This design comes from an exercise in tuning for a short achievable clock period and few clock cycles on the open sky130 flow, not from production work.
Only simulation tests tie the RTL to the original design; equivalence was not proved.
Power is estimated from default activity; no workload was simulated.

== rev 12 ==
==> flow/design.v (excerpt) <==
module asd_jtag_engine (
    input  wire        clk,
    input  wire        rst,
    input  wire        start,
    input  wire [11:0] data_size,
    input  wire        hw_mode,
    input  wire        chain_multi,
    input  wire        wscan_enforce,
    output wire        ready,
    output reg         done,
    output reg  [7:0]  status,
    output reg  [11:0] pl_addr,
    input  wire [7:0]  pl_data,
    output reg         call_valid,
    output reg  [3:0]  call_op,
    output reg  [15:0] call_arg,
    output reg  [15:0] call_arg2,
    output reg  [63:0] call_tdi,
    input  wire        call_ack,
    input  wire        call_fail,
    input  wire [63:0] call_rdata,
    output reg         rsp_valid,
    output reg  [7:0]  rsp_data
);
Size: roughly 1,500 flip-flops, ~65,000 sq um of cells after synthesis.
Settings: LEC_CHECK=0, ABC_CLOCK_PERIOD_IN_PS=2500, CAP_MARGIN=20, CORE_MARGIN=2, CORE_UTILIZATION=55, SETUP_SLACK_MARGIN=3.4, SLEW_MARGIN=20; clock period 6.0 ns.
standard.sh (not shown) runs the stock make flow with config.mk's settings and CLKGATE_MAP_FILE= SYNTH_SCRIPT=/design/flow/synth_recipe.tcl, a recipe that flattens the netlist after the stock synthesis.
==> flow/flow/run.sh <==
#!/bin/bash
export BUFFER_PORTS_ARGS="-buffer_cell sky130_fd_sc_hd__buf_4"
bash standard.sh > standard.log 2>&1
Testbench counts of rev 12, summed over its fixed seeds: cycles 128,716.
Here is what was changed in the inputs of rev 13 compared with rev 12.
--- a/flow/design.v
+++ b/flow/design.v
@@ -78,22 +78,20 @@
     reg [63:0] opnd;
     reg        m_hw, m_cm, m_we;
     reg [3:0]  tap;            
     reg [7:0]  x6;             
     reg        unres;          
     reg        uwalk;          
     reg [1:0]  skind;
     reg [2:0]  sidx;           
     reg [3:0]  cand;           
     reg [11:0] wpc, wrem;      
-    reg [11:0] rwpc, rwrem;    
-    reg        jrw;            
     reg [3:0]  f_cop   [0:7];
     reg [15:0] f_arg   [0:7];
     reg [15:0] f_arg2  [0:7];
     reg [63:0] f_tdi   [0:7];
     reg [1:0]  f_emit  [0:7];
     reg [3:0]  f_nb    [0:7];
     reg        f_chain [0:7];
     reg [7:0]  f_op    [0:7];
     reg [3:0]  f_tap   [0:7];
     reg [7:0]  f_x6    [0:7];
@@ -471,22 +469,20 @@
             m_cm <= chain_multi;
             m_we <= wscan_enforce;
         end
         if (t_newscan) begin
             skind <= (dst == D_OPND) ? cur_op[7:6] : b[7:6];
             sidx  <= wp;
         end
         if (t_walk)
             cand <= b[3:0];
         if (t_peek) begin
-            rwpc  <= pc;
-            rwrem <= rem;
             wpc  <= t_jt;
             wrem <= rem - ((b_skip == 2'd1) ? 12'd2 : 12'd3);
         end else if ((dst == D_PEEK) && t_jump && !t_rewind) begin
             wpc  <= t_jt;
             wrem <= wrem - ((b_skip == 2'd1) ? 12'd2 : 12'd3);
         end
         f_cop[wp]   <= t_cop;
         f_arg[wp]   <= t_arg;
         f_arg2[wp]  <= t_arg2;
         f_tdi[wp]   <= t_tdi;
@@ -575,51 +571,50 @@
             rsp_valid <= 1'b0;
             pdv       <= 1'b0;
             if (start) begin
                 rdy     <= 1'b0;
                 pc      <= 12'd0;
                 rem     <= data_size;
                 le      <= le_ds;
                 rs_fix  <= 1'b0;
                 jpend   <= 1'b0;
                 jmc     <= 1'b0;
-                jrw     <= 1'b0;
                 dst     <= D_OP;
                 dfail   <= 1'b0;
                 unres   <= 1'b0;
                 uwalk   <= 1'b0;
                 wp      <= 3'd0;
                 rp      <= 3'd0;
                 count   <= 4'd0;
                 dv      <= 1'b1;
                 rv      <= 1'b1;
                 pl_addr <= 12'd1;
                 na      <= 12'd2;
             end else begin
                 pl_addr <= 12'd0;
                 rv      <= 1'b0;
                 dv      <= 1'b0;
             end
         end else begin
             rs_fix <= 1'b0;
-            if (pdv && ((dst == D_OP) || (dst == D_OPND))) begin
+            if (t_proc) begin
+                pc  <= pc_p1;
+                rem <= rem_m1;
+                le  <= le_m1;
+            end else if (t_opnd) begin
                 pc  <= pc_p1;
                 rem <= rem_m1;
                 le  <= le_m1;
             end else if (t_jreq && jmc) begin
                 pc     <= jtgt;
                 rem    <= rem - {7'd0, jk};
                 rs_fix <= 1'b1;
-            end else if (t_jreq && jrw) begin
-                pc     <= rwpc;
-                rem    <= rwrem;
-                rs_fix <= 1'b1;
             end else if (rs_fix) begin
                 le <= le_rem;
             end
             if (t_end)
                 dst <= D_END;
             else if (t_fail)
                 dst <= D_END;
             else if (t_peek)
                 dst <= D_PEEK;
             else if (t_rewind)
@@ -656,26 +651,24 @@
                 count <= cnt_m2;
             else if (!t_qin && t_qout)
                 count <= cnt_m1;
             dv  <= rv && !t_jump && !jpend;
             pdv <= dv && !t_jump;
             if (t_jump) begin
                 jpend <= 1'b1;
                 jpeek <= t_pjump;
                 jmc   <= t_mc;
                 jk    <= multi_k;
-                jrw   <= t_rewind;
-                jtgt  <= t_rewind ? rwpc : t_jt;
+                jtgt  <= t_rewind ? pc : t_jt;
             end else if (t_jreq) begin
                 jpend <= 1'b0;
                 jmc   <= 1'b0;
-                jrw   <= 1'b0;
             end
             pl_addr <= ((dst == D_END) || (dst == D_IDLE)) ? 12'd0 : (jpend ? jtgt : na);
             rv      <= t_jreq || t_req;
             if (t_jreq)
                 na <= jtgt_p1;
             else if (t_req)
                 na <= na_p1;
             call_valid <= i_cv;
             rsp_valid  <= i_emit || (ecnt != 4'd0);
             ecnt       <= i_ecnt;
Notes after the runs:
Diff rev 12 -> rev 13 | critical path required time | increase of 0.14 ns. Final instance area: rev 13 better than rev 12. Rev 12 → rev 13: total power did not really move, number of cells in the design after placement went down, via count went down. Post-layout net count came out lower on rev 13 than on rev 12.
Testbench counts of rev 13, summed over its fixed seeds: cycles 128,716.

* * *

asd_jtag_engine, a different RTL version from the one above (not shown whole).
Size in the first run: about 5,200 cells after synthesis, about 220 I/O pins, roughly 70,000 um2 of cells after synthesis.
==> flow/config.mk <==
export PLATFORM = sky130hd
export DESIGN_NAME = asd_jtag_engine
export DESIGN_NICKNAME = asd_jtag_engine
export VERILOG_FILES = /design/flow/design.v
export SDC_FILE = /design/flow/constraint.sdc
export NUM_CORES = 4
export LEC_CHECK = 0
export ABC_CLOCK_PERIOD_IN_PS = 2500
export CAP_MARGIN = 20
export CORE_MARGIN = 2
export CORE_UTILIZATION = 55
export SETUP_SLACK_MARGIN = 3.4
export SLEW_MARGIN = 20
==> flow/constraint.sdc <==
create_clock -name core_clock -period 6.0 [get_ports {clk}]
set_input_delay 1.2000 -clock core_clock [delete_from_list [all_inputs] [get_ports {clk}]]
set_output_delay 1.2000 -clock core_clock [all_outputs]
set_load 0.01 [all_outputs]
Scripts as last shown in full above: flow/flow/run.sh
Testbench counts at the start, summed over its fixed seeds: cycles 128,088.
Change:
--- a/flow/design.v
+++ b/flow/design.v
@@ -159,16 +159,16 @@
     integer     li;
     always @(*) begin
         for (li = 0; li < 17; li = li + 1) begin
             le_rem[li] = (rem <= li);
             le_ds[li]  = (data_size <= li);
         end
     end
-    wire        wrem_gt2  = (wrem[11:4] != 8'd0) || (wrem[3:0] > 4'd2);
-    wire        wrem_gt3  = (wrem[11:4] != 8'd0) || (wrem[3:0] > 4'd3);
+    reg         wrem_gt2, wrem_gt3;    
+    wire [11:0] wrem_n    = ((dst[I_OP]) ? rem : wrem) - ((b_skip == 2'd1) ? 12'd2 : 12'd3);
     wire [9:0]  jtag_tck = k_tck;
     wire [4:0]  multi_k  = {1'b0, b[3:0]} + 5'd1;
     wire [11:0] pc_jk    = pc + {7'd0, jk};
     reg        t_push;
     reg [3:0]  t_cop;
     reg [15:0] t_arg, t_arg2;
     reg [63:0] t_tdi;
@@ -193,20 +193,16 @@
     reg        t_newscan;      
     reg        t_walk;         
     reg        t_peek;         
     reg        t_rewind;       
     reg        t_mc;           
     reg        t_setx6;
     reg        t_settap;
-    wire [1:0]  e_kind = (dst[I_OPND]) ? cur_op[7:6] : b[7:6];
-    wire        x_tap  = (pl_data[7:4] == 4'h2);
-    wire        e_ok   = le[1] ||
-                         (dv && (x_tap ? !(m_hw && !le[2])
-                                       : ((pl_data[7:6] == e_kind) || ((e_kind == 2'b01) && !m_we))));
-    wire [3:0]  e_end  = (!le[1] && x_tap) ? pl_data[3:0] : tap;
+    wire        e_ok   = 1'b0;
+    wire [3:0]  e_end  = tap;
     always @(*) begin
         t_tdi     = opnd;
         t_tdi[oidx*8 +: 8] = b;
         t_cop     = C_TAP_RESET;
         t_arg     = 16'd0;
         t_arg2    = 16'd0;
         t_emit    = E_NONE;
@@ -259,14 +255,23 @@
                 t_arg  = {8'd0, x6};
             end else begin
                 t_cop  = C_TAP_RESET;
                 t_tap  = 4'd0;
             end
         end
     end
+    reg  [3:0]  t_pend_op;
+    always @(*) begin
+        if (rem_zero)
+            t_pend_op = uwalk ? cand : tap;
+        else if (!uwalk)
+            t_pend_op = k_tap ? b[3:0] : tap;
+        else
+            t_pend_op = k_adopt ? b[3:0] : cand;
+    end
     always @(*) begin
         t_push    = 1'b0;
         t_patch   = 1'b0;
         t_pend    = tap;
         t_unpush  = 1'b0;
         t_jump    = 1'b0;
         t_pjump   = 1'b0;
@@ -407,16 +412,16 @@
     wire        i_cfail  = i_hs && call_fail;
     wire        i_chain  = i_hs && !call_fail && c_chain;
     wire        i_emit   = i_hs && !call_fail && !c_chain && (c_emit != E_NONE);
     wire        i_want   = (call_valid ? (call_ack && !call_fail && !c_chain && (c_emit == E_NONE))
                                        : (ecnt[3:1] == 3'd0));
     wire        i_qne    = (wp != rp);
     wire        i_ppend  = p_valid && (p_idx == rp);
-    wire [3:0]  i_hend   = i_ppend ? p_end : t_pend;
-    wire        i_hres   = f_res[rp] || i_ppend || (t_patch && (sidx == rp));
+    wire [3:0]  i_hend   = i_ppend ? p_end : t_pend_op;
+    wire        i_hres   = f_res[rp] || i_ppend || (t_patch && (dst[I_OP]) && (sidx == rp));
     wire        i_pop    = i_want && i_qne && i_hres;
     wire        i_byp    = i_want && !i_qne && t_push && t_res;
     wire        i_cv     = (call_valid && !call_ack) || i_chain || i_pop || i_byp;
     wire [3:0]  i_ecnt   = i_emit ? c_nb : ((ecnt == 4'd0) ? 4'd0 : (ecnt - 4'd1));
     wire        i_done   = (dst[I_END]) && !i_qne && !i_cv && (i_ecnt == 4'd0);
     reg         credit_r;       
     wire        t_credit = credit_r;
@@ -479,18 +484,22 @@
             sidx  <= wp;
         if (t_walk)
             cand <= b[3:0];
         if (pdv && (dst[I_OP])) begin
             rwpc  <= pc;
             rwrem <= rem;
             wpc   <= t_jt;
-            wrem  <= rem - ((b_skip == 2'd1) ? 12'd2 : 12'd3);
+            wrem  <= wrem_n;
+            wrem_gt2 <= (wrem_n > 12'd2);
+            wrem_gt3 <= (wrem_n > 12'd3);
         end else if (pdv && (dst[I_PEEK])) begin
             wpc   <= t_jt;
-            wrem  <= wrem - ((b_skip == 2'd1) ? 12'd2 : 12'd3);
+            wrem  <= wrem_n;
+            wrem_gt2 <= (wrem_n > 12'd2);
+            wrem_gt3 <= (wrem_n > 12'd3);
         end
         f_cop[wp]   <= t_cop;
         f_arg[wp]   <= t_arg;
         f_arg2[wp]  <= t_arg2;
         f_tdi[wp]   <= t_tdi;
         f_emit[wp]  <= t_emit;
         f_nb[wp]    <= t_nb;
The new run completed without violations.
Non-clock buffer count went up by 8.
Combinational power shrinks by about 3%.
Via count fell by about 2%.
Maximum frequency goes up by 6.0%.
Hold slack degrades by 8.6 ps.
Final area falls by about 0.55%.
Power climbs by about 0.55%.
Setup slack gains 150 ps.
Testbench counts after the change, summed over its fixed seeds: cycles 128,939.

## port drivers added, routing unchanged
No port has a modelled driver above. Below, the same layouts with a new extraction and two added sets of constraints.
Step 1, drivers: a clkbuf_16 drives clk and a buf_2 each remaining input, both assumed.
Step 2, shift: input delay + t, output delay - t, t = (earliest + latest rising clock arrival at the registers) / 2. This alone moves slack from input paths to output paths.
Three values: no drivers, after step 1, after step 2; two values: the first two.
run | shift t [ns] | slack for setup (ns) | worst register clock-pin slew, ns
rev 12 | 0.841 | 3.180 / 3.180 / 2.635 | 0.06 / 0.06
rev 13 | 0.853 | 3.137 / 3.137 / 2.615 | 0.07 / 0.07
the first run of note 2 | 0.877 | 3.267 / 3.167 / 2.289 | 0.07 / 0.07
the second run of note 2 | 0.882 | 3.421 / 3.369 / 2.556 | 0.06 / 0.06
After both steps setup and hold are still met in every run listed. The setup slack of the first run of note 2, which loses most, moves by -0.100 ns with the drivers and by -0.978 ns with both steps.
